What follows belongs to an exercise in optimizing a design on an open flow for small area, a short achievable clock period and few clock cycles per item; a production flow would make more cautious choices.
At most, simulation tests tie the RTL to the original design; equivalence was not proved.
Only the layout flow was run in run 2; the RTL was not checked for function there.
No activity file was given, so power comes from the tool's default toggle rates.

==> design/flow/design.v <==
module pa_wave_rom (
    input  wire [2:0] sel,
    input  wire [7:0] idx,
    output reg  [7:0] low,
    output reg  [2:0] d0,
    output reg  [2:0] d1,
    output reg  [1:0] dh
);
    wire       h     = idx[7];
    wire [6:0] j     = idx[6:0];
    wire       jz    = (j == 7'd0);
    wire [6:0] q_a   = (j[6] & |j[5:0]) ? (7'd64 - {1'b0, j[5:0]}) : j;
    wire [6:0] q_b   = (h & (jz | (&j))) ? 7'd64 : {1'b0, j[6] ? ~j[5:0] : j[5:0]};
    wire       q_inv = h & !jz;
    wire       q_neg = j[6] ^ h;
    wire       hump  = (idx[7:6] == 2'b00);
    wire [7:0] k     = idx - 8'd64;
    wire [6:0] h_a   = (idx[5] & |idx[4:0]) ? (7'd64 - {1'b0, idx[5:0]}) : {1'b0, idx[5:0]};
    wire [6:0] g_a   = (k > 8'd96) ? (8'd192 - k) : k;
    wire [6:0] h_b   = {2'b00, idx[5] ? ~idx[4:0] : idx[4:0]};
    wire [6:0] g_b   = (k >= 8'd96) ? (8'd191 - k) : k;
    wire       a_neg = hump ? idx[5] : (k >= 8'd96);
    reg  [2:0] tid;
    reg  [6:0] a_lo, a_dl;
    reg        inv, neg;
    always @(*) begin
        if (sel[2] & !sel[1]) begin             
            tid  = hump ? 3'd3 : 3'd4;
            a_lo = hump ? h_a : g_a;
            a_dl = hump ? h_b : g_b;
            inv  = sel[0];
            neg  = a_neg ^ sel[0];
        end else begin                          
            tid  = sel[2] ? 3'd2 : {2'b00, sel[0]};
            a_lo = q_a;
            a_dl = q_b;
            inv  = q_inv;
            neg  = q_neg;
        end
    end
    wire [7:0] t_low;
    wire [5:0] t_dlt;
    pa_wave_tabs u_tabs (.a_lo({tid, a_lo}), .a_dl({tid, a_dl}), .low(t_low), .dlt(t_dlt));
    wire [7:0] s_low = inv ? ~t_low : t_low;
    wire [5:0] s_dlt = t_dlt ^ {neg, 2'b00, neg, 2'b00};
    always @(*) begin
        dh = 2'b00;
        d1 = 3'b000;
        case (sel)
            3'd2: begin                           
                low = {8{~idx[7]}};
                d0  = (&idx[6:0]) ? {idx[7], 2'b01} : 3'b000;
                if (&idx[6:0]) dh = idx[7] ? 2'b01 : 2'b10;
            end
            3'd3: begin                           
                low = idx;
                d0  = 3'b001;
                if (&idx) dh = 2'b10;
            end
            default: begin
                low = s_low;
                d0  = s_dlt[2:0];
                d1  = s_dlt[5:3];
            end
        endcase
    end
endmodule
module pa_interp (
    input  wire [7:0]  low,
    input  wire [2:0]  d0,
    input  wire [2:0]  d1,
    input  wire [1:0]  dh,
    input  wire [15:0] frac,
    output wire [23:0] value
);
    wire [16:0] m0 = d0[1] ? {frac, 1'b0} : d0[0] ? {1'b0, frac} : 17'd0;
    wire [16:0] m1 = d1[1] ? {frac, 1'b0} : d1[0] ? {1'b0, frac} : 17'd0;
    wire [15:0] m2 = (dh[0] | dh[1]) ? frac : 16'd0;
    wire [23:0] r0 = {7'd0, m0} ^ {24{d0[2]}};
    wire [23:0] r1 = {{5'd0, m1} ^ {22{d1[2]}}, 2'b00};
    wire [23:0] r2 = {m2 ^ {16{dh[1]}}, 8'd0};
    assign value = {low, 16'd0} + r0 + r1 + r2 +
                   {15'd0, dh[1], 5'd0, d1[2], 1'b0, d0[2]};
endmodule
module pa_wave_tabs(a_lo, a_dl, low, dlt);
  input [9:0] a_lo;
  wire [9:0] a_lo;
  input [9:0] a_dl;
  wire [9:0] a_dl;
  output [7:0] low;
  wire [7:0] low;
  output [5:0] dlt;
  wire [5:0] dlt;
  wire _0_;
  wire _100_;
  wire _101_;
  wire _102_;
  wire _103_;
  wire _104_;
  wire _105_;
  wire _106_;
  wire _107_;
  wire _108_;
  wire _109_;
  wire _10_;
  wire _110_;
  wire _111_;
  wire _112_;
  wire _113_;
  wire _114_;
  wire _115_;
  wire _116_;
  wire _117_;
  wire _118_;
  wire _119_;
  wire _11_;
  wire _120_;
  wire _121_;
  wire _122_;
  wire _123_;
  wire _124_;
  wire _125_;
  wire _126_;
  wire _127_;
  wire _128_;
  wire _129_;
  wire _12_;
  wire _130_;
  wire _131_;
  wire _132_;
  wire _133_;
  wire _134_;
  wire _135_;
  wire _136_;
  wire _137_;
  wire _138_;
  wire _139_;
  wire _13_;
  wire _140_;
  wire _141_;
  wire _142_;
  wire _143_;
  wire _144_;
  wire _145_;
  wire _146_;
  wire _147_;
  wire _148_;
  wire _149_;
  wire _14_;
  wire _150_;
  wire _151_;
  wire _152_;
  wire _153_;
  wire _154_;
  wire _155_;
  wire _156_;
  wire _157_;
  wire _158_;
  wire _159_;
  wire _15_;
  wire _160_;
  wire _161_;
  wire _162_;
  wire _163_;
  wire _164_;
  wire _165_;
  wire _166_;
  wire _167_;
  wire _168_;
  wire _169_;
  wire _16_;
  wire _170_;
  wire _171_;
  wire _172_;
  wire _173_;
  wire _174_;
  wire _175_;
  wire _176_;
  wire _177_;
  wire _178_;
  wire _179_;
  wire _17_;
  wire _180_;
  wire _181_;
  wire _182_;
  wire _183_;
  wire _184_;
  wire _185_;
  wire _186_;
  wire _187_;
  wire _188_;
  wire _189_;
  wire _18_;
  wire _190_;
  wire _191_;
  wire _192_;
  wire _193_;
  wire _194_;
  wire _195_;
  wire _196_;
  wire _197_;
  wire _198_;
  wire _199_;
  wire _19_;
  wire _1_;
  wire _200_;
  wire _201_;
  wire _202_;
  wire _203_;
  wire _204_;
  wire _205_;
  wire _206_;
  wire _207_;
  wire _208_;
  wire _209_;
  wire _20_;
  wire _210_;
  wire _211_;
  wire _212_;
  wire _213_;
  wire _214_;
  wire _215_;
  wire _216_;
  wire _217_;
  wire _218_;
  wire _219_;
  wire _21_;
  wire _220_;
  wire _221_;
  wire _222_;
  wire _223_;
  wire _224_;
  wire _225_;
  wire _226_;
  wire _227_;
  wire _228_;
  wire _229_;
  wire _22_;
  wire _230_;
  wire _231_;
  wire _232_;
  wire _233_;
  wire _234_;
  wire _235_;
  wire _236_;
  wire _237_;
  wire _238_;
  wire _239_;
  wire _23_;
  wire _240_;
  wire _241_;
  wire _242_;
  wire _243_;
  wire _244_;
  wire _245_;
  wire _246_;
  wire _247_;
  wire _248_;
  wire _249_;
  wire _24_;
  wire _250_;
  wire _251_;
  wire _252_;
  wire _253_;
  wire _254_;
  wire _255_;
  wire _256_;
  wire _257_;
  wire _258_;
  wire _259_;
  wire _25_;
  wire _260_;
  wire _261_;
  wire _262_;
  wire _263_;
  wire _264_;
  wire _265_;
  wire _266_;
  wire _267_;
  wire _268_;
  wire _269_;
  wire _26_;
  wire _270_;
  wire _271_;
  wire _272_;
  wire _273_;
  wire _274_;
  wire _275_;
  wire _276_;
  wire _277_;
  wire _278_;
  wire _279_;
  wire _27_;
  wire _280_;
  wire _281_;
  wire _282_;
  wire _283_;
  wire _284_;
  wire _285_;
  wire _286_;
  wire _287_;
  wire _288_;
  wire _289_;
  wire _28_;
  wire _290_;
  wire _291_;
  wire _292_;
  wire _293_;
  wire _294_;
  wire _295_;
  wire _296_;
  wire _297_;
  wire _298_;
  wire _299_;
  wire _29_;
  wire _2_;
  wire _300_;
  wire _301_;
  wire _302_;
  wire _303_;
  wire _304_;
  wire _305_;
  wire _306_;
  wire _307_;
  wire _308_;
  wire _309_;
  wire _30_;
  wire _310_;
  wire _311_;
  wire _312_;
  wire _313_;
  wire _314_;
  wire _315_;
  wire _316_;
  wire _317_;
  wire _318_;
  wire _319_;
  wire _31_;
  wire _320_;
  wire _321_;
  wire _322_;
  wire _323_;
  wire _324_;
  wire _325_;
  wire _326_;
  wire _327_;
  wire _328_;
  wire _329_;
  wire _32_;
  wire _330_;
  wire _331_;
  wire _332_;
  wire _333_;
  wire _334_;
  wire _335_;
  wire _336_;
  wire _337_;
  wire _338_;
  wire _339_;
  wire _33_;
  wire _340_;
  wire _341_;
  wire _342_;
  wire _343_;
  wire _344_;
  wire _345_;
  wire _346_;
  wire _347_;
  wire _348_;
  wire _349_;
  wire _34_;
  wire _350_;
  wire _351_;
  wire _352_;
  wire _353_;
  wire _354_;
  wire _355_;
  wire _356_;
  wire _357_;
  wire _358_;
  wire _359_;
  wire _35_;
  wire _360_;
  wire _361_;
  wire _362_;
  wire _363_;
  wire _364_;
  wire _365_;
  wire _366_;
  wire _367_;
  wire _368_;
  wire _369_;
  wire _36_;
  wire _370_;
  wire _371_;
  wire _372_;
  wire _373_;
  wire _374_;
  wire _375_;
  wire _376_;
  wire _377_;
  wire _378_;
  wire _379_;
  wire _37_;
  wire _380_;
  wire _381_;
  wire _382_;
  wire _383_;
  wire _384_;
  wire _385_;
  wire _386_;
  wire _387_;
  wire _388_;
  wire _389_;
  wire _38_;
  wire _390_;
  wire _391_;
  wire _392_;
  wire _393_;
  wire _394_;
  wire _395_;
  wire _396_;
  wire _397_;
  wire _398_;
  wire _399_;
  wire _39_;
  wire _3_;
  wire _400_;
  wire _401_;
  wire _402_;
  wire _403_;
  wire _404_;
  wire _405_;
  wire _406_;
  wire _407_;
  wire _408_;
  wire _409_;
  wire _40_;
  wire _410_;
  wire _411_;
  wire _412_;
  wire _413_;
  wire _414_;
  wire _415_;
  wire _416_;
  wire _417_;
  wire _418_;
  wire _419_;
  wire _41_;
  wire _420_;
  wire _421_;
  wire _422_;
  wire _423_;
  wire _424_;
  wire _425_;
  wire _426_;
  wire _427_;
  wire _428_;
  wire _429_;
  wire _42_;
  wire _430_;
  wire _431_;
  wire _432_;
  wire _433_;
  wire _434_;
  wire _435_;
  wire _436_;
  wire _437_;
  wire _438_;
  wire _439_;
  wire _43_;
  wire _440_;
  wire _441_;
  wire _442_;
  wire _443_;
  wire _444_;
  wire _445_;
  wire _446_;
  wire _447_;
  wire _448_;
  wire _449_;
  wire _44_;
  wire _450_;
  wire _45_;
  wire _46_;
  wire _47_;
  wire _48_;
  wire _49_;
  wire _4_;
  wire _50_;
  wire _51_;
  wire _52_;
  wire _53_;
  wire _54_;
  wire _55_;
  wire _56_;
  wire _57_;
  wire _58_;
  wire _59_;
  wire _5_;
  wire _60_;
  wire _61_;
  wire _62_;
  wire _63_;
  wire _64_;
  wire _65_;
  wire _66_;
  wire _67_;
  wire _68_;
  wire _69_;
  wire _6_;
  wire _70_;
  wire _71_;
  wire _72_;
  wire _73_;
  wire _74_;
  wire _75_;
  wire _76_;
  wire _77_;
  wire _78_;
  wire _79_;
  wire _7_;
  wire _80_;
  wire _81_;
  wire _82_;
  wire _83_;
  wire _84_;
  wire _85_;
  wire _86_;
  wire _87_;
  wire _88_;
  wire _89_;
  wire _8_;
  wire _90_;
  wire _91_;
  wire _92_;
  wire _93_;
  wire _94_;
  wire _95_;
  wire _96_;
  wire _97_;
  wire _98_;
  wire _99_;
  wire _9_;
  assign _416_ = ~a_lo[9];
  assign _415_ = ~(a_lo[2] | a_lo[3]);
  assign _414_ = a_lo[0] | a_lo[1];
  assign _413_ = _415_ & ~(_414_);
  assign _412_ = a_lo[4] | a_lo[5];
  assign _411_ = _412_ | a_lo[6];
  assign _410_ = _413_ & ~(_411_);
  assign low[7] = _410_ | _416_;
  assign _409_ = _413_ & ~(a_lo[4]);
  assign _408_ = a_lo[5] & ~(_409_);
  assign _407_ = _408_ | a_lo[6];
  assign _406_ = ~a_lo[7];
  assign _405_ = ~a_lo[5];
  assign _404_ = ~a_lo[1];
  assign _403_ = a_lo[2] | a_lo[3];
  assign _402_ = _404_ & ~(_403_);
  assign _401_ = a_lo[4] & ~(_402_);
  assign _400_ = _405_ & ~(_401_);
  assign _399_ = ~(a_lo[2] | a_lo[1]);
  assign _398_ = a_lo[2] & a_lo[1];
  assign _397_ = _398_ | _399_;
  assign _396_ = ~((_397_ | a_lo[3]) & a_lo[4]);
  assign _395_ = _396_ & ~(a_lo[5]);
  assign _394_ = ~(_395_ | _400_);
  assign _393_ = ~((_394_ & _406_) | _407_);
  assign _392_ = _393_ & ~(a_lo[8]);
  assign _391_ = ~(a_lo[0] ^ a_lo[2]);
  assign _390_ = a_lo[3] & ~(_391_);
  assign _389_ = a_lo[3] & ~(_399_);
  assign _388_ = _389_ | _390_;
  assign _387_ = ~((_388_ & _406_) | _412_);
  assign _386_ = a_lo[4] & a_lo[5];
  assign _385_ = _386_ & ~(_402_);
  assign _384_ = _385_ | a_lo[6];
  assign _383_ = ~a_lo[8];
  assign _382_ = ~a_lo[2];
  assign _381_ = a_lo[0] & a_lo[1];
  assign _380_ = _382_ & ~(_381_);
  assign _379_ = a_lo[3] & ~(_380_);
  assign _378_ = _379_ | _412_;
  assign _377_ = ~((_378_ & a_lo[7]) | _383_);
  assign _376_ = ~((_384_ | _387_) & _377_);
  assign _375_ = ~(_376_ & _416_);
  assign low[6] = ~((_375_ | _392_) & (_407_ | low[7]));
  assign _374_ = ~a_lo[4];
  assign _373_ = _402_ | _374_;
  assign _372_ = a_lo[1] ? a_lo[2] : _391_;
  assign _371_ = _372_ | a_lo[3];
  assign _370_ = _371_ & ~(_373_);
  assign _369_ = a_lo[9] & ~(a_lo[6]);
  assign _368_ = a_lo[5] | ~(a_lo[4]);
  assign _367_ = ~(_368_ & _369_);
  assign _366_ = _367_ | _370_;
  assign _365_ = _374_ & ~(_379_);
  assign _364_ = _398_ | a_lo[3];
  assign _363_ = _364_ & _365_;
  assign _362_ = _400_ & ~(_363_);
  assign _361_ = ~(_362_ & a_lo[7]);
  assign _360_ = ~_398_;
  assign _359_ = ~(a_lo[0] & a_lo[1]);
  assign _358_ = a_lo[2] & ~(_359_);
  assign _357_ = _389_ & ~(_358_);
  assign _356_ = _371_ & ~(_357_);
  assign _355_ = _381_ | _415_;
  assign _354_ = _356_ & ~(_355_);
  assign _353_ = _360_ & ~(_354_);
  assign _352_ = _390_ | a_lo[5];
  assign _351_ = ~a_lo[3];
  assign _350_ = _399_ | _351_;
  assign _349_ = a_lo[5] & ~(a_lo[4]);
  assign _348_ = ~_349_;
  assign _347_ = _350_ & ~(_348_);
  assign _346_ = ~(a_lo[7] | a_lo[6]);
  assign _345_ = ~(_346_ & _368_);
  assign _344_ = _373_ & ~(_345_);
  assign _343_ = _344_ & ~(_347_);
  assign _342_ = ~((_352_ | _353_) & _343_);
  assign _341_ = ~((_342_ & _361_) | _383_);
  assign _340_ = _415_ & ~(_381_);
  assign _339_ = _340_ & ~(a_lo[4]);
  assign _338_ = ~((_339_ | _405_) & (_365_ | _394_));
  assign _337_ = _413_ & ~(_349_);
  assign _336_ = _374_ & ~(_413_);
  assign _335_ = _336_ | _406_;
  assign _334_ = ~(a_lo[8] | a_lo[6]);
  assign _333_ = ~((_335_ | _337_) & _334_);
  assign _332_ = ~((_338_ & _406_) | _333_);
  assign _331_ = _332_ | a_lo[9];
  assign low[5] = ~((_331_ | _341_) & (_366_ | _409_));
  assign _330_ = ~_346_;
  assign _329_ = _358_ | a_lo[3];
  assign _328_ = ~((_329_ | _399_) & a_lo[4]);
  assign _327_ = _328_ & ~(_405_);
  assign _326_ = ~((_353_ | a_lo[4]) & _327_);
  assign _325_ = a_lo[1] & a_lo[3];
  assign _324_ = a_lo[0] | ~(a_lo[2]);
  assign _323_ = ~(_324_ & _325_);
  assign _322_ = ~(a_lo[0] | a_lo[1]);
  assign _321_ = _381_ | _322_;
  assign _320_ = ~((_321_ | a_lo[3]) & _323_);
  assign _319_ = ~(a_lo[0] & a_lo[3]);
  assign _318_ = _382_ & ~(_319_);
  assign _317_ = _318_ | ~(_336_);
  assign _316_ = ~((_317_ | _320_) & (_340_ | _374_));
  assign _315_ = ~(_316_ & _405_);
  assign _314_ = ~((_315_ & _326_) | _330_);
  assign _313_ = a_lo[2] ? _404_ : _381_;
  assign _312_ = _313_ & ~(_351_);
  assign _311_ = _312_ | a_lo[4];
  assign _310_ = _351_ & ~(_313_);
  assign _309_ = ~(_310_ | _311_);
  assign _308_ = _309_ | ~(_395_);
  assign _307_ = ~((_308_ & a_lo[7]) | _383_);
  assign _306_ = _307_ & ~(_314_);
  assign _305_ = _391_ | _351_;
  assign _304_ = _305_ & ~(_389_);
  assign _303_ = ~(a_lo[2] & a_lo[3]);
  assign _302_ = ~(_349_ & _303_);
  assign _301_ = _364_ | _374_;
  assign _300_ = ~_303_;
  assign _299_ = ~((_300_ & a_lo[4]) | a_lo[5]);
  assign _298_ = ~(_299_ & _301_);
  assign _297_ = ~((_298_ | _363_) & (_340_ | _302_));
  assign _296_ = a_lo[7] & ~(a_lo[6]);
  assign _295_ = ~_296_;
  assign _294_ = ~((_412_ & _413_) | _295_);
  assign _293_ = ~((_294_ & _304_) | (_297_ & _346_));
  assign _292_ = ~((_293_ | a_lo[8]) & _416_);
  assign _291_ = ~((_347_ | _370_) & _408_);
  assign _290_ = ~a_lo[6];
  assign _289_ = _409_ | a_lo[5];
  assign _288_ = ~((_289_ | a_lo[3]) & _290_);
  assign _287_ = _291_ & ~(_288_);
  assign _286_ = _402_ & ~(_412_);
  assign _285_ = _286_ | _290_;
  assign _284_ = ~(_285_ & a_lo[9]);
  assign low[4] = ~((_284_ | _287_) & (_292_ | _306_));
  assign _283_ = ~a_lo[0];
  assign _282_ = a_lo[0] & a_lo[2];
  assign _281_ = a_lo[1] & ~(_282_);
  assign _280_ = ~((_281_ & a_lo[3]) | (_303_ & _283_));
  assign _279_ = _280_ & ~(_404_);
  assign _278_ = _374_ & ~(_322_);
  assign _277_ = _278_ & ~(_279_);
  assign _276_ = ~(_277_ | _365_);
  assign _275_ = _380_ | ~(_414_);
  assign _274_ = ~(_275_ | _329_);
  assign _273_ = a_lo[2] & ~(_381_);
  assign _272_ = _273_ | _274_;
  assign _271_ = a_lo[5] & ~(_401_);
  assign _270_ = ~((_272_ | _276_) & _271_);
  assign _269_ = a_lo[1] & ~(a_lo[2]);
  assign _268_ = a_lo[3] & ~(a_lo[0]);
  assign _267_ = _303_ & ~(_268_);
  assign _266_ = ~((_267_ | _269_) & a_lo[4]);
  assign _265_ = ~((_266_ | _310_) & _405_);
  assign _264_ = ~((_265_ | _309_) & _406_);
  assign _263_ = _270_ & ~(_264_);
  assign _262_ = ~((_412_ | _403_) & a_lo[7]);
  assign _261_ = _262_ | ~(_372_);
  assign _260_ = ~(_261_ & _334_);
  assign _259_ = _391_ | a_lo[1];
  assign _258_ = ~(a_lo[0] | a_lo[2]);
  assign _257_ = _404_ ? a_lo[0] : _258_;
  assign _256_ = _257_ | ~(_259_);
  assign _255_ = _256_ | _282_;
  assign _254_ = _255_ & ~(_399_);
  assign _253_ = _276_ | ~(_254_);
  assign _252_ = a_lo[1] | a_lo[3];
  assign _251_ = _252_ & ~(_388_);
  assign _250_ = a_lo[4] & ~(_251_);
  assign _249_ = _405_ & ~(_250_);
  assign _248_ = ~((_249_ & _253_) | _406_);
  assign _247_ = _397_ | _351_;
  assign _246_ = _283_ & ~(_402_);
  assign _245_ = _247_ ? _246_ : a_lo[0];
  assign _244_ = ~(_245_ | _412_);
  assign _243_ = a_lo[2] & ~(a_lo[0]);
  assign _242_ = _243_ ^ _404_;
  assign _241_ = _242_ & ~(a_lo[3]);
  assign _240_ = _374_ & ~(_325_);
  assign _239_ = _240_ & ~(_241_);
  assign _238_ = _252_ & ~(_243_);
  assign _237_ = _238_ & ~(_379_);
  assign _236_ = a_lo[4] & ~(_237_);
  assign _235_ = ~((_236_ | _239_) & a_lo[5]);
  assign _234_ = _301_ | ~(_321_);
  assign _233_ = ~((_234_ | a_lo[5]) & _346_);
  assign _232_ = _233_ | ~(_235_);
  assign _231_ = ~((_232_ | _244_) & a_lo[8]);
  assign _230_ = ~((_231_ | _248_) & (_260_ | _263_));
  assign _229_ = a_lo[5] & ~(_379_);
  assign _228_ = _229_ & _370_;
  assign _227_ = ~((_289_ | a_lo[2]) & (_348_ | _356_));
  assign _226_ = ~((_227_ | _228_) & _290_);
  assign _225_ = a_lo[5] | ~(a_lo[6]);
  assign _224_ = ~(_225_ | _402_);
  assign _223_ = ~((_224_ & _365_) | _416_);
  assign low[3] = ~((_223_ & _226_) | (_230_ & _416_));
  assign _222_ = _402_ | ~(_321_);
  assign _221_ = ~(_222_ & _294_);
  assign _220_ = ~(a_lo[4] & a_lo[3]);
  assign _219_ = a_lo[3] & ~(_256_);
  assign _218_ = _219_ | a_lo[5];
  assign _217_ = ~((_218_ & _412_) | (_254_ & _220_));
  assign _216_ = ~((_320_ & _349_) | _330_);
  assign _215_ = ~((_217_ | _327_) & _216_);
  assign _214_ = ~((_215_ & _221_) | a_lo[8]);
  assign _213_ = a_lo[0] & ~(_364_);
  assign _212_ = _213_ | _266_;
  assign _211_ = ~((_277_ | _365_) & (_321_ | _300_));
  assign _210_ = ~((_211_ & _212_) | a_lo[5]);
  assign _209_ = _391_ & ~(a_lo[3]);
  assign _208_ = _209_ & ~(_399_);
  assign _207_ = _268_ | a_lo[4];
  assign _206_ = _209_ | _322_;
  assign _205_ = _206_ | _312_;
  assign _204_ = ~((_205_ | _374_) & (_207_ | _208_));
  assign _203_ = _274_ | _374_;
  assign _202_ = _281_ | _351_;
  assign _201_ = ~((_202_ & _336_) | a_lo[5]);
  assign _200_ = ~((_201_ & _203_) | (_204_ & a_lo[5]));
  assign _199_ = ~((_200_ & _346_) | _383_);
  assign _198_ = ~((_210_ | _406_) & _199_);
  assign _197_ = ~(_198_ & _416_);
  assign _196_ = a_lo[9] & ~(_285_);
  assign _195_ = _312_ | _373_;
  assign _194_ = ~((_372_ & _351_) | _195_);
  assign _193_ = _358_ | a_lo[4];
  assign _192_ = ~((_193_ | _320_) & a_lo[5]);
  assign _191_ = ~((_192_ | _194_) & (_289_ | a_lo[1]));
  assign _190_ = ~((_191_ & _369_) | (_196_ & _362_));
  assign low[2] = ~((_197_ | _214_) & _190_);
  assign _189_ = ~(a_lo[0] | a_lo[3]);
  assign _188_ = a_lo[4] & ~(_189_);
  assign _187_ = ~(_256_ | _282_);
  assign _186_ = ~((_187_ & _351_) | (_388_ & _360_));
  assign _185_ = _323_ & ~(_207_);
  assign _184_ = ~((_185_ & _371_) | (_186_ & _188_));
  assign _183_ = _243_ | _374_;
  assign _182_ = _183_ & _195_;
  assign _181_ = ~(_189_ | _258_);
  assign _180_ = ~((_240_ & _181_) | _406_);
  assign _179_ = ~((_182_ | _354_) & _180_);
  assign _178_ = ~((_184_ | _330_) & _179_);
  assign _177_ = ~((_255_ | a_lo[3]) & (_304_ | _398_));
  assign _176_ = ~((_177_ & _283_) | (_324_ & _404_));
  assign _175_ = ~((_176_ | _318_) & a_lo[4]);
  assign _174_ = ~(a_lo[4] | a_lo[3]);
  assign _173_ = ~(_346_ & a_lo[5]);
  assign _172_ = ~((_174_ & _259_) | _173_);
  assign _171_ = ~((_172_ & _175_) | (_178_ & _405_));
  assign _170_ = _267_ & ~(_320_);
  assign _169_ = ~(_170_ | _183_);
  assign _168_ = ~((_169_ | _277_) & _405_);
  assign _167_ = _246_ & _247_;
  assign _166_ = _269_ | _258_;
  assign _165_ = _166_ | _329_;
  assign _164_ = _350_ & ~(_374_);
  assign _163_ = ~((_164_ & _165_) | _405_);
  assign _162_ = ~((_167_ | _317_) & _163_);
  assign _161_ = ~((_162_ & _168_) | a_lo[7]);
  assign _160_ = a_lo[0] | ~(a_lo[7]);
  assign _159_ = ~((_160_ | _286_) & _334_);
  assign _158_ = ~((_159_ | _161_) & (_171_ | _383_));
  assign _157_ = ~((_234_ & _396_) | _219_);
  assign _156_ = _243_ & ~(_404_);
  assign _155_ = ~((_156_ | _267_) & (_364_ | _283_));
  assign _154_ = ~((_155_ | a_lo[4]) & a_lo[5]);
  assign _153_ = _325_ & _282_;
  assign _152_ = ~((_153_ | _283_) & (_246_ | a_lo[4]));
  assign _151_ = ~((_152_ | a_lo[5]) & (_154_ | _157_));
  assign _150_ = ~(_151_ & _290_);
  assign _149_ = _251_ | _311_;
  assign _148_ = _328_ & ~(_225_);
  assign _147_ = ~((_148_ & _149_) | _416_);
  assign low[1] = ~((_147_ & _150_) | (_158_ & _416_));
  assign _146_ = _255_ | a_lo[3];
  assign _145_ = _153_ | _374_;
  assign _144_ = ~((_242_ & a_lo[3]) | _145_);
  assign _143_ = a_lo[3] & ~(_321_);
  assign _142_ = ~((_143_ | a_lo[4]) & a_lo[5]);
  assign _141_ = ~((_144_ & _146_) | _142_);
  assign _140_ = _205_ & ~(_143_);
  assign _139_ = _280_ & ~(_412_);
  assign _138_ = _346_ & ~(_139_);
  assign _137_ = ~((_140_ | _368_) & _138_);
  assign _136_ = _137_ | _141_;
  assign _135_ = ~(_279_ | _302_);
  assign _134_ = ~((_135_ | _385_) & _324_);
  assign _133_ = _300_ & ~(_281_);
  assign _132_ = _257_ | _412_;
  assign _131_ = _268_ | _368_;
  assign _130_ = ~((_131_ | _166_) & (_132_ | _133_));
  assign _129_ = _130_ | ~(_134_);
  assign _128_ = ~(_188_ & _403_);
  assign _127_ = _128_ | _143_;
  assign _126_ = _350_ & ~(_156_);
  assign _125_ = _126_ | _207_;
  assign _124_ = _125_ & ~(a_lo[5]);
  assign _123_ = _124_ & _127_;
  assign _122_ = ~((_123_ | _406_) & (_129_ | _330_));
  assign _121_ = _383_ & ~(_410_);
  assign _120_ = ~((_121_ & _136_) | (_122_ & a_lo[8]));
  assign _119_ = _276_ | ~(_155_);
  assign _118_ = a_lo[9] & ~(_225_);
  assign _117_ = _118_ & ~(_236_);
  assign _116_ = _386_ & ~(_390_);
  assign _115_ = ~(_116_ & _146_);
  assign _114_ = ~_273_;
  assign _113_ = _351_ ? _114_ : _242_;
  assign _112_ = ~((_414_ & _415_) | _145_);
  assign _111_ = _336_ | a_lo[5];
  assign _110_ = ~((_111_ | _112_) & _369_);
  assign _109_ = ~((_113_ & _349_) | _110_);
  assign _108_ = ~((_109_ & _115_) | (_117_ & _119_));
  assign low[0] = ~((_120_ | a_lo[9]) & _108_);
  assign _107_ = ~(a_dl[7] | a_dl[6]);
  assign _106_ = ~a_dl[4];
  assign _105_ = ~(a_dl[2] | a_dl[0]);
  assign _104_ = ~(a_dl[2] ^ a_dl[0]);
  assign _103_ = ~((_104_ | a_dl[1]) & a_dl[3]);
  assign _102_ = ~((_103_ | _105_) & _106_);
  assign _101_ = ~((_102_ | a_dl[5]) & _107_);
  assign _100_ = ~(a_dl[2] | a_dl[1]);
  assign _99_ = a_dl[3] & ~(_100_);
  assign _98_ = ~a_dl[1];
  assign _97_ = a_dl[0] | ~(a_dl[2]);
  assign _96_ = ~((_97_ | _98_) & _106_);
  assign _95_ = ~((_96_ | _99_) & a_dl[7]);
  assign _94_ = a_dl[8] & ~(a_dl[9]);
  assign _93_ = ~(_94_ & _95_);
  assign dlt[4] = _101_ & ~(_93_);
  assign _92_ = a_dl[9] & ~(a_dl[6]);
  assign _91_ = ~_92_;
  assign _90_ = ~(a_dl[1] | a_dl[3]);
  assign _89_ = a_dl[2] | a_dl[0];
  assign _88_ = _89_ | a_dl[5];
  assign _87_ = _90_ & ~(_88_);
  assign _86_ = _87_ & ~(_91_);
  assign _85_ = ~_86_;
  assign _84_ = a_dl[2] & a_dl[0];
  assign _83_ = ~((_84_ & a_dl[1]) | a_dl[3]);
  assign _82_ = _83_ & a_dl[2];
  assign _81_ = ~(a_dl[2] | a_dl[3]);
  assign _80_ = a_dl[4] & ~(_81_);
  assign _79_ = _80_ & ~(_82_);
  assign _78_ = ~a_dl[3];
  assign _77_ = a_dl[2] | ~(a_dl[0]);
  assign _76_ = ~((_97_ | _98_) & _77_);
  assign _75_ = ~((_76_ | _100_) & _78_);
  assign _74_ = ~(_75_ | _96_);
  assign _73_ = _74_ | _79_;
  assign _72_ = _73_ | _101_;
  assign _71_ = a_dl[0] & ~(a_dl[2]);
  assign _70_ = _71_ | ~(_99_);
  assign _69_ = a_dl[4] & ~(_70_);
  assign _68_ = ~((_69_ | _95_) & a_dl[8]);
  assign _67_ = _72_ & ~(_68_);
  assign _66_ = _67_ | a_dl[9];
  assign _65_ = a_dl[3] & ~(_71_);
  assign _64_ = a_dl[2] & ~(a_dl[0]);
  assign _63_ = ~((_64_ & a_dl[1]) | _71_);
  assign _62_ = _98_ ? _84_ : _64_;
  assign _61_ = ~((_62_ | _90_) & _63_);
  assign _60_ = ~((_61_ & _65_) | a_dl[4]);
  assign _59_ = a_dl[5] & ~(_60_);
  assign _58_ = _90_ & ~(_77_);
  assign _57_ = _59_ & ~(_58_);
  assign _56_ = _57_ | ~(_107_);
  assign _55_ = ~a_dl[7];
  assign _54_ = _78_ & ~(_63_);
  assign _53_ = _54_ | _102_;
  assign _52_ = a_dl[4] & ~(_105_);
  assign _51_ = ~((_65_ | _83_) & _52_);
  assign _50_ = _51_ & ~(a_dl[5]);
  assign _49_ = ~((_50_ & _53_) | a_dl[6]);
  assign _48_ = ~((_49_ & _87_) | _55_);
  assign _47_ = _48_ | a_dl[8];
  assign _46_ = a_dl[6] | a_dl[9];
  assign _45_ = _46_ | _47_;
  assign _44_ = _56_ & ~(_45_);
  assign dlt[3] = ~((_44_ | _66_) & _85_);
  assign _43_ = ~a_dl[9];
  assign _42_ = ~(a_dl[1] & a_dl[3]);
  assign _41_ = _105_ & ~(_42_);
  assign _40_ = ~(a_dl[4] | a_dl[5]);
  assign _39_ = ~((_40_ & _41_) | _56_);
  assign _38_ = ~((_39_ | _47_) & _43_);
  assign _37_ = ~((_70_ & _80_) | _95_);
  assign _36_ = _50_ & _53_;
  assign _35_ = _36_ | a_dl[6];
  assign _34_ = ~a_dl[5];
  assign _33_ = _74_ | _34_;
  assign _32_ = ~_84_;
  assign _31_ = ~((_42_ | _32_) & _79_);
  assign _30_ = _31_ & ~(_33_);
  assign _29_ = ~((_30_ | _35_) & _55_);
  assign _28_ = _29_ & ~(_37_);
  assign _27_ = a_dl[8] & ~(_28_);
  assign _26_ = _92_ & ~(_87_);
  assign _25_ = _71_ & ~(_42_);
  assign _24_ = ~(_41_ | _54_);
  assign _23_ = ~((_24_ | _106_) & (_25_ | _96_));
  assign _22_ = ~(a_dl[6] & a_dl[9]);
  assign _21_ = _22_ | ~(_23_);
  assign _20_ = _21_ & ~(_26_);
  assign dlt[2] = ~((_27_ | _38_) & _20_);
  assign _19_ = a_dl[3] & ~(_25_);
  assign _18_ = _84_ ? a_dl[1] : _89_;
  assign _17_ = a_dl[0] & ~(_81_);
  assign _16_ = ~((_17_ | _98_) & (_18_ | a_dl[3]));
  assign _15_ = a_dl[0] & ~(_16_);
  assign _14_ = _19_ | ~(_15_);
  assign _13_ = ~((_90_ & _64_) | (_104_ & _106_));
  assign _12_ = ~(_13_ & a_dl[5]);
  assign _11_ = _14_ & ~(_12_);
  assign _10_ = _64_ | _98_;
  assign _9_ = a_dl[0] & ~(a_dl[3]);
  assign _8_ = a_dl[4] & ~(a_dl[5]);
  assign _7_ = ~((_9_ | _10_) & _8_);
  assign _6_ = ~(_7_ | _82_);
  assign _5_ = ~((_6_ & _16_) | _87_);
  assign _4_ = _5_ & ~(_11_);
  assign _3_ = ~_4_;
  assign _2_ = _65_ & ~(_62_);
  assign _1_ = ~((_18_ & _63_) | a_dl[3]);
  assign _0_ = _1_ | _106_;
  assign _450_ = _99_ & ~(_102_);
  assign _449_ = _34_ & ~(_450_);
  assign _448_ = ~((_0_ | _2_) & _449_);
  assign _447_ = ~(_42_ | _84_);
  assign _446_ = _106_ & ~(_105_);
  assign _445_ = ~(_446_ & _61_);
  assign _444_ = ~((_445_ | _447_) & (_6_ | _40_));
  assign _443_ = _105_ | ~(_99_);
  assign _442_ = _443_ & _79_;
  assign _441_ = ~((_442_ | _33_) & _107_);
  assign _440_ = _441_ | _36_;
  assign _439_ = _444_ & ~(_440_);
  assign _438_ = _15_ | ~(_80_);
  assign _437_ = ~((_62_ | _99_) & _106_);
  assign _436_ = _437_ & ~(_55_);
  assign _435_ = ~(_436_ & _438_);
  assign _434_ = ~((_435_ | _37_) & a_dl[8]);
  assign _433_ = ~((_434_ | _439_) & (_448_ | _47_));
  assign dlt[1] = ~((_433_ | _38_) & (_3_ | _91_));
  assign _432_ = _98_ & ~(_104_);
  assign _431_ = _432_ ^ _78_;
  assign _430_ = _431_ | _106_;
  assign _429_ = _430_ & _59_;
  assign _428_ = _448_ & ~(_429_);
  assign _427_ = _19_ | a_dl[4];
  assign _426_ = _75_ & ~(_427_);
  assign _425_ = ~((_32_ | _98_) & _52_);
  assign _424_ = ~((_443_ & _79_) | _425_);
  assign _423_ = ~((_424_ | _426_) & a_dl[5]);
  assign _422_ = ~((_423_ & _444_) | a_dl[6]);
  assign _421_ = _435_ & _94_;
  assign _420_ = ~((_422_ | a_dl[7]) & _421_);
  assign _419_ = ~((_4_ | _91_) & _21_);
  assign _418_ = _420_ & ~(_419_);
  assign dlt[0] = ~((_428_ | _45_) & _418_);
  assign _417_ = ~(_94_ & a_dl[5]);
  assign dlt[5] = ~((_417_ | _72_) & _85_);
endmodule
module pa_fconv #(
    parameter integer KP = 2,           
    parameter integer KF = 6            
) (
    input  wire        clk,
    input  wire        rst,
    input  wire        start,      
    input  wire        is_period,  
    input  wire        is_set,     
    input  wire [31:0] arg,        
    output wire        last,       
    output reg         fin,        
    output reg         fin_set,    
    output wire [23:0] result      
);
    localparam integer KM = (KF > KP) ? KF : KP;
    localparam integer NQ = 24 + KM - 1;          
    localparam [46:0] B = 47'd72057594037927;
    reg          it;         
    reg          per;        
    reg  [3:0]   cyc;        
    reg          sp;         
    reg          sp_max;     
    reg  [22:0]  den;        
    reg  [23:0]  rem;
    reg [NQ-1:0] nq;         
    wire        f_sign = arg[31];
    wire [7:0]  f_exp  = arg[30:23];
    wire [23:0] f_m    = {1'b1, arg[22:0]};
    wire        f_nan  = (&f_exp) && (|arg[22:0]);
    reg         s_sp, s_max;
    reg  [3:0]  s_cyc;
    reg  [2:0]  s_pad;
    reg  [23:0] keep;        
    integer j, n;
    always @(*) begin
        s_cyc = 4'd0;
        s_pad = 3'd0;
        if (!is_period) begin
            s_sp  = f_nan | f_sign | (f_exp >= 8'd136) | (f_exp <= 8'd111);
            s_max = !f_nan & !f_sign & (f_exp >= 8'd136);
            for (n = 0; n < 24; n = n + 1)
                if (f_exp[4:0] == ((112 + n) % 32)) begin
                    s_cyc = n / KF + 1;
                    s_pad = (KF - 1) - (n % KF);
                end
            for (j = 0; j < 24; j = j + 1)
                keep[j] = (f_exp >= 135 - j);
        end else begin
            s_sp  = f_nan | f_sign | (f_exp >= 8'd142) | (f_exp <= 8'd117);
            s_max = !f_nan & (f_sign | (f_exp <= 8'd117));
            for (n = 0; n < 24; n = n + 1)
                if (f_exp[4:0] == ((141 - n) % 32)) begin
                    s_cyc = n / KP + 1;
                    s_pad = (KP - 1) - (n % KP);
                end
            for (j = 0; j < 24; j = j + 1)
                keep[j] = (f_exp <= 118 + j);
        end
    end
    wire [46:0] x_f = {17'd0, f_m[23:18], f_m[17:0], 6'd0};    
    wire [46:0] x_p = B;
    wire [46:0] x   = (is_period ? x_p : x_f) & {23'h7fffff, keep};
    wire [46:0] x_s = x >> s_pad;
    wire [NQ+22:0] x_q = {x, {(KM-1){1'b0}}} >> s_pad;
    assign last = it & (cyc == 4'd1);
    localparam integer KP2 = KP / 2;
    wire [25:0]   d1 = {3'b001, den};
    wire [25:0]   d2 = {2'b01, den, 1'b0};
    reg  [23:0]   pr [0:KP2];
    reg [NQ-1:0]  pq [0:KP2];
    reg  [25:0]   py;
    reg  [26:0]   p1, p2, p3;
    integer i;
    always @(*) begin
        pr[0] = rem;
        pq[0] = nq;
        for (i = 0; i < KP2; i = i + 1) begin
            py = {pr[i], pq[i][NQ-1:NQ-2]};
            p1 = {1'b0, py} - {1'b0, d1};
            p2 = {1'b0, py} - {1'b0, d2};
            p3 = {1'b0, py} - {1'b0, d1} - {1'b0, d2};
            if (!p3[26])      begin pr[i+1] = p3[23:0]; pq[i+1] = {pq[i][NQ-3:0], 2'd3}; end
            else if (!p2[26]) begin pr[i+1] = p2[23:0]; pq[i+1] = {pq[i][NQ-3:0], 2'd2}; end
            else if (!p1[26]) begin pr[i+1] = p1[23:0]; pq[i+1] = {pq[i][NQ-3:0], 2'd1}; end
            else              begin pr[i+1] = py[23:0]; pq[i+1] = {pq[i][NQ-3:0], 2'd0}; end
        end
    end
    localparam integer KF2 = KF / 2;
    reg  [6:0]    fr [0:KF2];
    reg [NQ-1:0]  fq [0:KF2];
    reg  [8:0]    fy;
    integer f;
    always @(*) begin
        fr[0] = rem[6:0];
        fq[0] = nq;
        for (f = 0; f < KF2; f = f + 1) begin
            fy = {fr[f], fq[f][NQ-1:NQ-2]};
            if (fy >= 9'd375)      begin fr[f+1] = fy - 9'd375; fq[f+1] = {fq[f][NQ-3:0], 2'd3}; end
            else if (fy >= 9'd250) begin fr[f+1] = fy - 9'd250; fq[f+1] = {fq[f][NQ-3:0], 2'd2}; end
            else if (fy >= 9'd125) begin fr[f+1] = fy - 9'd125; fq[f+1] = {fq[f][NQ-3:0], 2'd1}; end
            else                   begin fr[f+1] = fy[6:0];     fq[f+1] = {fq[f][NQ-3:0], 2'd0}; end
        end
    end
    always @(posedge clk) begin
        if (rst) begin
            it  <= 1'b0;
            fin <= 1'b0;
        end else begin
            fin <= 1'b0;
            if (!it)
                it <= start;
            else if (cyc == 4'd1) begin
                it  <= 1'b0;
                fin <= 1'b1;
            end
        end
        if (!it) begin
            sp      <= s_sp;
            sp_max  <= s_max;
            fin_set <= is_set;
            per     <= is_period;
            cyc     <= s_sp ? 4'd1 : s_cyc;
            den     <= f_m[22:0];
            rem     <= x_s[46:24];
            nq      <= x_q[NQ-1:0];
        end else begin
            rem <= per ? pr[KP2] : {17'd0, fr[KF2]};
            nq  <= per ? pq[KP2] : fq[KF2];
            cyc <= cyc - 4'd1;
        end
    end
    wire [23:0] q = nq[23:0];
    assign result = sp ? (sp_max ? 24'h800000 : 24'd1) :
                    (q[23] & |q[22:0]) ? 24'h800000 :
                    (q == 24'd0) ? 24'd1 : q;
endmodule
module phase_accumulator #(
    parameter integer CONV_KP = 2,    
    parameter integer CONV_KF = 6     
) (
    input  wire        clk,
    input  wire        rst,           
    input  wire        tick_valid,
    output wire        tick_ready,
    input  wire        cmd_valid,
    output wire        cmd_ready,
    input  wire [7:0]  cmd_op,
    input  wire [31:0] cmd_arg,
    output reg         rsp_valid,
    output reg         rsp_err,
    output reg  [31:0] rsp_data
);
    localparam [3:0] K_ZERO  = 4'd0;
    localparam [3:0] K_VALUE = 4'd1;
    localparam [3:0] K_CNT   = 4'd2;
    localparam [3:0] K_INC   = 4'd3;
    localparam [3:0] K_HALF  = 4'd4;
    localparam [3:0] K_ERR   = 4'd5;
    localparam [3:0] K_MINF  = 4'd8;    
    localparam [3:0] K_MAXF  = 4'd9;
    localparam [3:0] K_MINP  = 4'd10;
    localparam [3:0] K_MAXP  = 4'd11;
    reg [23:0] cnt;
    reg [23:0] inc;
    reg [2:0]  sel;
    reg        crdy;
    reg        trdy;
    assign cmd_ready  = crdy;
    assign tick_ready = trdy;
    wire cfire = cmd_valid & crdy;
    wire tfire = tick_valid & trdy;
    reg       d_set_inc, d_set_cnt, d_tick, d_rst_ph, d_set_wave, d_conv;
    reg [3:0] d_kind;
    always @(*) begin
        d_set_inc = 1'b0; d_set_cnt = 1'b0; d_tick = 1'b0; d_rst_ph = 1'b0;
        d_set_wave = 1'b0; d_conv = 1'b0;
        d_kind = K_ZERO;
        case (cmd_op)
            8'h01: d_set_inc  = 1'b1;
            8'h02: d_kind     = K_INC;
            8'h03: d_set_cnt  = 1'b1;
            8'h04: d_kind     = K_CNT;
            8'h05: d_tick     = 1'b1;
            8'h06: d_rst_ph   = 1'b1;
            8'h07: d_kind     = K_HALF;
            8'h10: d_kind     = K_VALUE;
            8'h11: d_set_wave = 1'b1;
            8'h20, 8'h21, 8'h22, 8'h23: d_conv = 1'b1;
            8'h24: d_kind     = K_MINF;
            8'h25: d_kind     = K_MAXF;
            8'h26: d_kind     = K_MINP;
            8'h27: d_kind     = K_MAXP;
            default: d_kind   = K_ERR;
        endcase
    end
    wire        cv_last, cv_fin, cv_fin_set;
    wire [23:0] cv_result;
    pa_fconv #(.KP(CONV_KP), .KF(CONV_KF)) u_fconv (
        .clk       (clk),
        .rst       (rst),
        .start     (cfire & d_conv),
        .is_period (cmd_op[0]),
        .is_set    (cmd_op[1]),
        .arg       (cmd_arg),
        .last      (cv_last),
        .fin       (cv_fin),
        .fin_set   (cv_fin_set),
        .result    (cv_result)
    );
    wire        cv_wr   = cv_fin & cv_fin_set;
    wire [23:0] inc_eff = cv_wr ? cv_result : inc;
    wire [23:0] sum1 = cnt + inc_eff;
    wire        c_tick = cfire & d_tick;
    wire        dbl = tfire & c_tick;
    reg         pend;
    always @(posedge clk) begin
        if (rst) begin
            cnt  <= 24'd0;
            inc  <= 24'd0;
            sel  <= 3'd0;
            crdy <= 1'b1;
            trdy <= 1'b1;
            pend <= 1'b0;
        end else begin
            pend <= dbl;
            if (cfire & d_set_cnt)
                cnt <= cmd_arg[23:0];
            else if (cfire & d_rst_ph)
                cnt <= 24'd0;
            else if (tfire | c_tick | pend)
                cnt <= sum1;
            if (cfire & d_set_inc)
                inc <= cmd_arg[23:0];
            else if (cv_wr)
                inc <= cv_result;
            if (cfire & d_set_wave)
                sel <= (cmd_arg <= 32'd6) ? cmd_arg[2:0] : 3'd0;
            if (cfire & d_conv) begin
                crdy <= 1'b0;
                trdy <= !cmd_op[1];
            end else if (dbl) begin
                crdy <= 1'b0;
                trdy <= 1'b0;
            end else if (cv_last | pend) begin
                crdy <= 1'b1;
                trdy <= 1'b1;
            end
        end
    end
    reg        r0_v;
    reg [3:0]  r0_k;
    reg        p1_v;
    reg        p1_val;
    reg        p1_err;
    reg [31:0] p1_d;
    wire [7:0]  w_low;
    wire [2:0]  w_d0, w_d1;
    wire [1:0]  w_dh;
    pa_wave_rom u_rom (.sel(sel), .idx(cnt[23:16]), .low(w_low),
                       .d0(w_d0), .d1(w_d1), .dh(w_dh));
    reg [31:0] rd;
    always @(*) begin
        case (r0_k)
            K_VALUE: rd = {w_low, w_d0, w_d1, w_dh, cnt[15:0]};
            K_CNT:   rd = {8'd0, cnt};
            K_INC:   rd = {8'd0, inc};
            K_HALF:  rd = {31'd0, (cnt > 24'h800000)};
            K_MINF:  rd = 32'h387A0000;
            K_MAXF:  rd = 32'h43FA0000;
            K_MINP:  rd = 32'h3B03126F;
            K_MAXP:  rd = 32'h4683126F;
            default: rd = 32'd0;
        endcase
    end
    wire [23:0] value;
    pa_interp u_interp (.low(p1_d[31:24]), .d0(p1_d[23:21]), .d1(p1_d[20:18]),
                        .dh(p1_d[17:16]), .frac(p1_d[15:0]), .value(value));
    always @(posedge clk) begin
        if (rst) begin
            r0_v      <= 1'b0;
            p1_v      <= 1'b0;
            rsp_valid <= 1'b0;
        end else begin
            r0_v      <= cfire & !d_conv;
            p1_v      <= r0_v;
            rsp_valid <= p1_v | cv_fin;
        end
        r0_k   <= d_kind;
        p1_val <= (r0_k == K_VALUE);
        p1_err <= (r0_k == K_ERR);
        p1_d   <= rd;
        if (cv_fin) begin
            rsp_err  <= 1'b0;
            rsp_data <= cv_fin_set ? 32'd0 : {8'd0, cv_result};
        end else begin
            rsp_err  <= p1_err;
            rsp_data <= p1_val ? {8'd0, value} : p1_d;
        end
    end
endmodule
==> design/flow/flow/run.sh <==
#!/bin/bash
set -euo pipefail
bash standard.sh 'BUFFER_PORTS_ARGS=-buffer_cell sky130_fd_sc_hd__buf_2' SETUP_SLACK_MARGIN=7 finish > standard_flow.log 2>&1
==> design/flow/standard.sh <==
#!/bin/bash
# synth_recipe.tcl (not shown) runs the flow's synth.tcl, then flattens the netlist and writes it again
# the make line also repeats each setting of config.mk as NAME=value (left out here)
make -C /OpenROAD-flow-scripts/flow DESIGN_CONFIG=/design/flow/config.mk WORK_HOME=/design/flow/orfs CLKGATE_MAP_FILE= SYNTH_SCRIPT=/design/flow/synth_recipe.tcl "${@:-finish}"
==> design/flow/config.mk <==
export PLATFORM = sky130hd
export DESIGN_NAME = phase_accumulator
export DESIGN_NICKNAME = phase_accumulator
export VERILOG_FILES = /design/flow/design.v
export SDC_FILE = /design/flow/constraint.sdc
export NUM_CORES = 4
export LEC_CHECK = 0
export CAP_MARGIN = 20
export CORE_MARGIN = 2
export CORE_UTILIZATION = 30
export CTS_BUF_LIST = sky130_fd_sc_hd__clkbuf_8
export PLACE_DENSITY = 0.5
export SETUP_SLACK_MARGIN = 5
export SLEW_MARGIN = 20
export SYNTH_MEMORY_MAX_BITS = 32768
==> design/flow/constraint.sdc <==
create_clock -name core_clock -period 12.0 [get_ports {clk}]
set_input_delay 2.4000 -clock core_clock [delete_from_list [all_inputs] [get_ports {clk}]]
set_output_delay 2.4000 -clock core_clock [all_outputs]
set_load 0.01 [all_outputs]
==> results of run 1 <==
critical path, cell delays in order (launching register included):
cell and delay, ps:
edfxtp_1 450, ha_4 180, inv_2 40, fa_2 340
a21o_1 170, a21oi_2 150, nand2b_4 170, a2111oi_4 90
o211ai_1 270, nand2_1 160, or2_4 270, a21oi_4 160
xnor2_2 80, ha_1 310, and3_4 210, nand2_4 50
o31ai_4 310, nor2b_4 200, nand3b_1 120, a311oi_2 300
o32ai_4 180, buf_12 180, buf_16 140, o2111ai_2 80
o31ai_1 100, or3_1 340
routing by layer:
layer	vias up	wire, um	global-route usage
met4	6	2150	0.05591
met2	974	38780	0.3403
met1	11160	40200	0.3143
met5	-	35	0
li1	11110	-	-
met3	139	6901	0.03456
stage by stage:
stage,power [uW],cells
final,3115,4038
after global routing,3283,4037
after CTS,2973,3991
after detailed placement,2006,3849
after global placement,2022,3849
after floorplan,1707,2961
sequential cells by signal, summed over array words and instances, names as in the netlist, 3 cells and up:
name         flops
cnt             24
inc             24
u_fconv.den     23
r0_k             4
u_fconv.nq      29
p1_d            32
u_fconv.cyc      4
u_fconv.rem     24
sel              3
rsp_data        32
where the power goes:
part / switching, uW / internal [uW] / leakage, uW / total [uW]
Clock: 371 / 465 / 0.000516 / 836
Sequential: 69.5 / 761 / 0.00182 / 830
Combinational: 856 / 592 / 0.00885 / 1450
Total: 1300 / 1820 / 0.0112 / 3110
repair_timing:
| item | CTS | global route |
|---|---|---|
| endpoints found under the hold margin | 0 | 0 |
| setup buffers | 63 | 39 |
| gates cloned | 3 | 4 |
| gates resized for setup | 151 | 153 |
| setup endpoints to repair | 48 | 45 |
| pin swaps | 43 | 65 |
cell type report:
| cell class | instances | area share |
|---|---|---|
| clock buffer | 49 | 0.02535 |
| timing repair buffer | 228 | 0.06468 |
| clock inverter | 27 | 0.009407 |
| antenna | 4 | 0.0003763 |
| multi-input combinational | 2441 | 0.6632 |
| sequential | 214 | 0.1744 |
| inverter | 116 | 0.01750 |
| tap | 959 | 0.04511 |
worst max-delay path by stage:
stage / start / to / slack (ps)
2_1_floorplan: u_fconv.nq[27]$_DFF_P_ / u_fconv.rem[6]$_DFF_P_ / 7010
3_3_place_gp: u_fconv.nq[27]$_DFF_P_ / u_fconv.rem[23]$_SDFF_PN0_ / 5890
3_5_place_dp: u_fconv.nq[27]$_DFF_P_ / u_fconv.rem[23]$_SDFF_PN0_ / 5800
4_1_cts: u_fconv.den[1]$_DFFE_PN_ / u_fconv.rem[4]$_DFF_P_ / 6860
5_1_grt: u_fconv.den[8]$_DFFE_PN_ / u_fconv.rem[0]$_DFF_P_ / 6630
6_report: u_fconv.den[0]$_DFFE_PN_ / u_fconv.rem[6]$_DFF_P_ / 6840
kinds of logic (layout without fill, tap and decap cells):
group | after synthesis | in the layout
AO/OA/AOI/OAI | 971 | 971
AND/OR/NAND/NOR | 975 | 975
multiplexers | 112 | 112
other | 0 | 4
adder cells (fa/ha/maj) | 207 | 207
buffers and inverters | 307 | 420
flip-flops | 214 | 214
XOR/XNOR | 175 | 176
layout by cell type, fill, tap and decap left out, types with 46 or more instances in the layout:
| cell | Yosys | layout |
|---|---|---|
| a21o_1 | 49 | 49 |
| a21oi_1 | 231 | 204 |
| buf_2 | 6 | 80 |
| buf_4 | 3 | 122 |
| clkbuf_8 | 0 | 49 |
| dfxtp_1 | 187 | 156 |
| ha_1 | 181 | 169 |
| inv_1 | 111 | 107 |
| mux2i_1 | 89 | 85 |
| nand2_1 | 324 | 320 |
| nand3_1 | 86 | 84 |
| nor2_1 | 264 | 253 |
| nor3_1 | 73 | 69 |
| o21ai_0 | 199 | 178 |
| xnor2_1 | 123 | 115 |
| xor2_1 | 49 | 46 |
==> flow_summary.json, run 1 <==
{
  "status": "no timing/DRC/antenna violations",
  "drt-total-wl_um": 88060,
  "final_util": 0.3634,
  "cts_buffers": 41,
  "die_x_um": 276.5,
  "synth_ff_type": "dfxtp_1",
  "drc_errors": 0,
  "cp_max_fo": 6,
  "worst_setup_path_end_kind": "register",
  "worstHoldPathCells": 2,
  "clock-skew-final_ps": 69.97,
  "synth_edf_count": 27,
  "timing.final.crit_share": 0.4299,
  "drv_slew": 0,
  "path_class": "register to register",
  "via_per_inst": 5.792,
  "clk_latency_ps": 650,
  "synth_area_leaders": "dfxtp_1 17%, ha_1 10%, nand2_1 5.5%",
  "cts_tree": "done",
  "vdd_drop_max_uv": 69.83,
  "place.gp.congestion": 0.9170,
  "synthMuxAreaShare": 0.05162,
  "io_buffers": 79,
  "r2r_start": "u_fconv.den[0]$_DFFE_PN_",
  "rr_endpoint": "u_fconv.rem[6]$_DFF_P_",
  "final_cell_area_um2": 26600,
  "dieArea_um2": 76440,
  "synth_top_family_by_area": "compound AO/OA/AOI/OAI gates",
  "hold_slack_ps": 447.5,
  "first_pass_iters": 5,
  "clockBufferDepth": 3,
  "dp_hpwl_um": 63990,
  "placed_cell_area_um2": 23490,
  "worst_pin_slew_ps": 1183,
  "wl_per_cell_um": 21.81,
  "fin_setup_tns_ps": 0,
  "nFillCells": 7706,
  "cts_root_buf": "clkbuf_8",
  "synth_compound_area_frac": 0.2932,
  "syn_nets": 3212,
  "synthTopCellsByCount": "324 x nand2_1, 264 x nor2_1, 231 x a21oi_1, 199 x o21ai_0, 187 x dfxtp_1",
  "synth_top_area_frac": 0.1681,
  "synth-seq-area-share": 0.2045,
  "yosysMostFrequentCell": "nand2_1",
  "p_leak_uw": 0.01119,
  "synthCells": 2961,
  "rrSetupSlack_ps": 6840,
  "multi_input_area_um2": 17640,
  "hold_viol": 0,
  "fmax_mhz": 193.9,
  "grt_pass1_vias": 21640,
  "reg2reg_depth": 25,
  "hp-start": "p1_v$_SDFF_PP0_",
  "start_kind": "register",
  "finalSetupViolCount": 0,
  "synth_async_sr_flop_share": 0,
  "core_area_um2": 73210,
  "holdBufCountCts": 0,
  "hp-class": "register to register",
  "ios": 80,
  "clkTransAtPathRegs_ps": 60,
  "place_ws_ps": 5803,
  "max_cap_violations": 0,
  "synth_warnings": 7,
  "grt_overflow_total": 0,
  "rsz0062_at_grt": "yes",
  "seqCellArea_um2": 4638,
  "synth_top_area_cell": "dfxtp_1",
  "first_iter_violations": 2536,
  "synth.distinct_cells": 94,
  "start_util": 0.3043,
  "grt_pass1_wl_um": 133600,
  "fp.dieH_um": 276.5,
  "num_vias": 23390,
  "ant_nets": 0,
  "required_ps": 12530,
  "maxSlewHeadroom": 0.2097,
  "synth-seq-cells": 214,
  "antenna_found_initial": 11,
  "holdPathEnd": "rsp_valid$_SDFF_PP0_",
  "synth_area_um2": 22270,
  "finish.net_count": 3293,
  "avgSynthCellArea_um2": 7.522,
  "finalCriticalPeriod_ps": 5159,
  "num_rows": 99,
  "yosys.area_share.simple": 0.2016,
  "powerDensity_nw_per_um2": 117.1,
  "area_growth_pct": 19.42,
  "drive_above_1_share": 0.1844,
  "arrival_ps": 5690,
  "synthAdderAreaFrac": 0.1250,
  "grt_max_degree": 60,
  "h-tree-depth": 2,
  "cts.sinks": 214,
  "finalWorstSetupSlack_ps": 6841,
  "synth_xor_xnor_area_share": 0.06982,
  "track_usage": 0.2194
}
Testbench counts, summed over its fixed seeds: cycles 35,587, cmds 24,000.
==> inputs of run 2 (changes only) <==
--- a/design/flow/design.v
+++ b/design/flow/design.v
@@ -1040,37 +1040,39 @@
     wire        f_nan  = (&f_exp) && (|arg[22:0]);
-    reg         s_sp, s_max;
-    reg  [3:0]  s_cyc;
-    reg  [2:0]  s_pad;
-    reg  [23:0] keep;        
+    reg  [3:0]  f_cyc, p_cyc;
+    reg  [2:0]  f_pad, p_pad;
+    reg  [23:0] f_keep, p_keep;   
     integer j, n;
     always @(*) begin
-        s_cyc = 4'd0;
-        s_pad = 3'd0;
-        if (!is_period) begin
-            s_sp  = f_nan | f_sign | (f_exp >= 8'd136) | (f_exp <= 8'd111);
-            s_max = !f_nan & !f_sign & (f_exp >= 8'd136);
-            for (n = 0; n < 24; n = n + 1)
-                if (f_exp[4:0] == ((112 + n) % 32)) begin
-                    s_cyc = n / KF + 1;
-                    s_pad = (KF - 1) - (n % KF);
-                end
-            for (j = 0; j < 24; j = j + 1)
-                keep[j] = (f_exp >= 135 - j);
-        end else begin
-            s_sp  = f_nan | f_sign | (f_exp >= 8'd142) | (f_exp <= 8'd117);
-            s_max = !f_nan & (f_sign | (f_exp <= 8'd117));
-            for (n = 0; n < 24; n = n + 1)
-                if (f_exp[4:0] == ((141 - n) % 32)) begin
-                    s_cyc = n / KP + 1;
-                    s_pad = (KP - 1) - (n % KP);
-                end
-            for (j = 0; j < 24; j = j + 1)
-                keep[j] = (f_exp <= 118 + j);
+        f_cyc = 4'd0; f_pad = 3'd0;
+        p_cyc = 4'd0; p_pad = 3'd0;
+        for (n = 0; n < 24; n = n + 1) begin
+            if (f_exp[4:0] == ((112 + n) % 32)) begin
+                f_cyc = n / KF + 1;
+                f_pad = (KF - 1) - (n % KF);
+            end
+            if (f_exp[4:0] == ((141 - n) % 32)) begin
+                p_cyc = n / KP + 1;
+                p_pad = (KP - 1) - (n % KP);
+            end
+        end
+        for (j = 0; j < 24; j = j + 1) begin
+            f_keep[j] = (f_exp >= 135 - j);
+            p_keep[j] = (f_exp <= 118 + j);
         end
     end
-    wire [46:0] x_f = {17'd0, f_m[23:18], f_m[17:0], 6'd0};    
-    wire [46:0] x_p = B;
-    wire [46:0] x   = (is_period ? x_p : x_f) & {23'h7fffff, keep};
-    wire [46:0] x_s = x >> s_pad;
-    wire [NQ+22:0] x_q = {x, {(KM-1){1'b0}}} >> s_pad;
+    wire f_sp  = f_nan | f_sign | (f_exp >= 8'd136) | (f_exp <= 8'd111);
+    wire f_max = !f_nan & !f_sign & (f_exp >= 8'd136);
+    wire p_sp  = f_nan | f_sign | (f_exp >= 8'd142) | (f_exp <= 8'd117);
+    wire p_max = !f_nan & (f_sign | (f_exp <= 8'd117));
+    wire [46:0] x_f  = {17'd0, f_m[23:18], f_m[17:0], 6'd0} & {23'h7fffff, f_keep};
+    wire [46:0] x_p  = B & {23'h7fffff, p_keep};
+    wire [46:0] xs_f = x_f >> f_pad;
+    wire [46:0] xs_p = x_p >> p_pad;
+    wire [NQ+22:0] xq_f = {x_f, {(KM-1){1'b0}}} >> f_pad;
+    wire [NQ+22:0] xq_p = {x_p, {(KM-1){1'b0}}} >> p_pad;
+    wire        s_sp  = is_period ? p_sp  : f_sp;
+    wire        s_max = is_period ? p_max : f_max;
+    wire [3:0]  s_cyc = is_period ? p_cyc : f_cyc;
+    wire [46:0] x_s   = is_period ? xs_p : xs_f;
+    wire [NQ+22:0] x_q = is_period ? xq_p : xq_f;
     assign last = it & (cyc == 4'd1);
==> run 2 against run 1 <==
Via count grew 0.32%. Sequential cell count is the same. Total power is 4.2% lower. Utilization is 0.32 points lower. Hold slack got worse by 3.6 ps. First-iteration DRC count down 15%. Combinational power is 9% lower. Die area grew 0.50%. Wire length down 0.76%. Global-route usage shrank 0.31 points. Critical endpoint is now u_fconv.rem[6]$_SDFF_PN0_. Highest routed layer is now met4.
==> flow_summary.json, run 2 <==
{
  "status": "no timing/DRC/antenna violations",
  "fin_setup_tns_ps": 0,
  "num_rows": 100,
  "fp.dieH_um": 277.2,
  "totalPowerFinal_uw": 2983,
  "maxSlewHeadroom": 0.3186,
  "finalSetupViolCount": 0,
  "clockBufferDepth": 3,
  "worst_pin_slew_ps": 1019,
  "synth_edf_count": 27,
  "cts.sinks": 214,
  "place.gp.congestion": 0.9138,
  "dieArea_um2": 76830,
  "h-tree-depth": 2,
  "worstHoldPathCells": 1,
  "clk_latency_ps": 620,
  "syn_nets": 3243,
  "synth-seq-cells": 214,
  "grt_pass1_wl_um": 132400,
  "wl_per_cell_um": 21.42,
  "synth_async_sr_flop_share": 0,
  "layout_common_cells": "312 x nand2_1, 295 x nor2_1, 216 x o21ai_0, 187 x a21oi_1, 157 x ha_1",
  "grt_pass1_vias": 22060,
  "ant_nets": 0,
  "area_growth_pct": 19.35,
  "cts_tree": "done",
  "avgSynthCellArea_um2": 7.483,
  "first_pass_iters": 6,
  "hold_viol": 0,
  "reg2reg_depth": 26,
  "io_buffers": 79,
  "synth-seq-area-share": 0.2034,
  "finalCriticalPeriod_ps": 5184,
  "rsz0062_at_grt": "yes",
  "clock-skew-final_ps": 44.43,
  "finish.net_count": 3327,
  "via_per_inst": 5.751,
  "rrSetupSlack_ps": 6820,
  "antenna_found_initial": 3,
  "arrival_ps": 5690,
  "cp_max_fo": 4,
  "die_x_um": 277.2,
  "r2r_start": "u_fconv.den[1]$_DFFE_PN_",
  "grt_max_degree": 62,
  "core_area_um2": 74200,
  "multi_input_area_um2": 17770,
  "synth_area_um2": 22390,
  "rr_endpoint": "u_fconv.rem[6]$_SDFF_PN0_",
  "nFillCells": 7826,
  "timing.final.crit_share": 0.4320,
  "critPathSlowestCell": "edfxtp_1",
  "clkTransAtPathRegs_ps": 60,
  "cts_root_buf": "clkbuf_8",
  "track_usage": 0.2163,
  "drive_above_1_share": 0.1782,
  "num_vias": 23460,
  "cts_buffers": 41,
  "synth.distinct_cells": 95,
  "start_kind": "register",
  "grt_overflow_total": 0,
  "start_util": 0.3017,
  "vdd_drop_max_uv": 65.60,
  "synthTopCellsByCount": "316 x nand2_1, 302 x nor2_1, 231 x o21ai_0, 206 x a21oi_1, 187 x dfxtp_1",
  "powerDensity_nw_per_um2": 111.6,
  "synthCells": 2992,
  "worst_setup_path_end_kind": "register",
  "synth_warnings": 7,
  "synth_top_area_cell": "dfxtp_1",
  "p_leak_uw": 0.01109,
  "ios": 80,
  "holdPathEnd": "p1_v$_SDFF_PP0_",
  "slowest_delay_ps": 420,
  "path_class": "register to register",
  "synth_ff_type": "dfxtp_1",
  "hp-class": "register to register",
  "first_iter_violations": 2149,
  "dp_hpwl_um": 62600,
  "required_ps": 12500,
  "final_common_cell": "nand2_1",
  "drt-total-wl_um": 87390,
  "crit_top_cell": "buf_4",
  "holdBufCountCts": 0,
  "fmax_mhz": 192.9,
  "drc_errors": 0,
  "yosysMostFrequentCell": "nand2_1",
  "seqCellArea_um2": 4633,
  "max_cap_violations": 0,
  "synth_top_area_frac": 0.1672,
  "synth_area_leaders": "dfxtp_1 17%, ha_1 10%, nand2_1 5.3%",
  "largestRegisters": "p1_d: 32 flops, rsp_data: 32 flops, u_fconv.nq: 29 flops",
  "hp-start": "r0_v$_SDFF_PP0_",
  "drv_slew": 0
}
==> run 2: final cells by class <==
class,count,share of cell area
diodes,2,0.0001873
flip-flops and latches,214,0.1734
inverters,122,0.01812
multi-input cells,2472,0.6649
well taps,969,0.04538
clock buffers,52,0.02679
clock inverters,24,0.008476
repair buffers,225,0.06270
==> run 2: how the worst max path moves through the flow <==
stage	start	to	slack, ps
after floorplan	u_fconv.rem[0]$_DFF_P_	u_fconv.rem[5]$_DFF_P_	6910
after global placement	u_fconv.rem[0]$_DFF_P_	u_fconv.rem[6]$_SDFF_PN0_	5910
after detailed placement	u_fconv.nq[27]$_DFF_P_	u_fconv.rem[2]$_DFF_P_	5820
after CTS	u_fconv.nq[28]$_DFF_P_	u_fconv.rem[6]$_SDFF_PN0_	6970
after global routing	u_fconv.den[1]$_DFFE_PN_	u_fconv.rem[5]$_DFF_P_	6630
final	u_fconv.den[1]$_DFFE_PN_	u_fconv.rem[6]$_SDFF_PN0_	6820
==> run 2: metal layers <==
metal  track usage  up-vias  part of all wire
li1              -    11190                 -
met2        0.3543      884              0.46
met5             0        -                 0
met4       0.06201        0             0.028
met3       0.02404      165             0.056
met1        0.2987    11230              0.46
==> run 2: stage by stage <==
| stage | cell area (um2) | instances | hold slack (ps) | worst slack, ps | utilization |
|---|---|---|---|---|---|
| after floorplan | 22430 | 2992 | 411.4 | 6913 | - |
| after global placement | 23700 | 3900 | 426.3 | 5906 | 0.3194 |
| after detailed placement | 23700 | 3900 | 433.8 | 5820 | 0.3194 |
| after CTS | 25760 | 4035 | 450.3 | 6974 | 0.3472 |
| after global routing | 26720 | 4080 | 468.3 | 6633 | 0.3601 |
| final | 26720 | 4080 | 443.9 | 6816 | 0.3601 |
==> run 2: where the power goes <==
| part | leakage, uW | switching [uW] | internal, uW | total [uW] |
|---|---|---|---|---|
| Clock | 0.000513 | 364 | 481 | 845 |
| Combinational | 0.00875 | 782 | 542 | 1320 |
| Sequential | 0.00182 | 57.3 | 756 | 813 |
==> run 2: logic make-up (layout without fill, tap and decap cells) <==
kind of cell             count (synthesis)  after routing  synth area share
other                                    0              2                 0
AO/OA/AOI/OAI                          954            954            0.2835
XOR/XNOR                               160            160           0.06360
buffers and inverters                  306            423           0.05292
AND/OR/NAND/NOR                       1016           1016            0.2101
multiplexers                           135            135           0.06198
adder cells (fa/ha/maj)                207            207            0.1244
flip-flops                             214            214            0.2034
==> run 2: critical path: cells and delay by family, from the launching register on <==
| kind | cells | cell delay, ps |
|---|---|---|
| simple gates | 3 | 600 |
| flops | 1 | 420 |
| xor+xnor | 1 | 170 |
| compound gates | 13 | 2540 |
| fa+ha+maj | 2 | 430 |
| buf+inv | 7 | 880 |
==> run 2: repair_timing <==
| item | CTS | global route |
|---|---|---|
| resized for setup | 150 | 134 |
| endpoints found under the setup margin | 69 | 49 |
| buffers inserted | 56 | 39 |
| gates cloned | 3 | 4 |
| pin swaps | 56 | 66 |

## re-timing with driven ports
No port has a modelled driver above. Below, the same layouts with a new extraction and two added sets of constraints.
Step 1, drivers: a clkbuf_16 drives clk and a buf_2 each remaining input, both assumed.
Step 2 adds t to the input delays and takes it off the output delays; t is the mean of the earliest and latest rising clock arrival at the registers after step 1. Input paths then give back, and output paths get back, about the clock's delay inside the block.
a / b / c = ideal / step 1 / step 2; a / b = the first two.
run	t (ns)	setup WS [ns]	worst setup path at the end	clock arrival spread, ns	worst slew at a driven data input, ns
run 1	0.681	6.841 / 6.841 / 6.661	input to register	0.070 / 0.070	0.13
run 2	0.663	6.816 / 6.816 / 6.606	input to register	0.049 / 0.050	0.06
After both steps setup and hold are still met in every run listed. The setup slack of run 2, which loses most, moves by 0.000 ns with the drivers and by -0.210 ns with both steps.
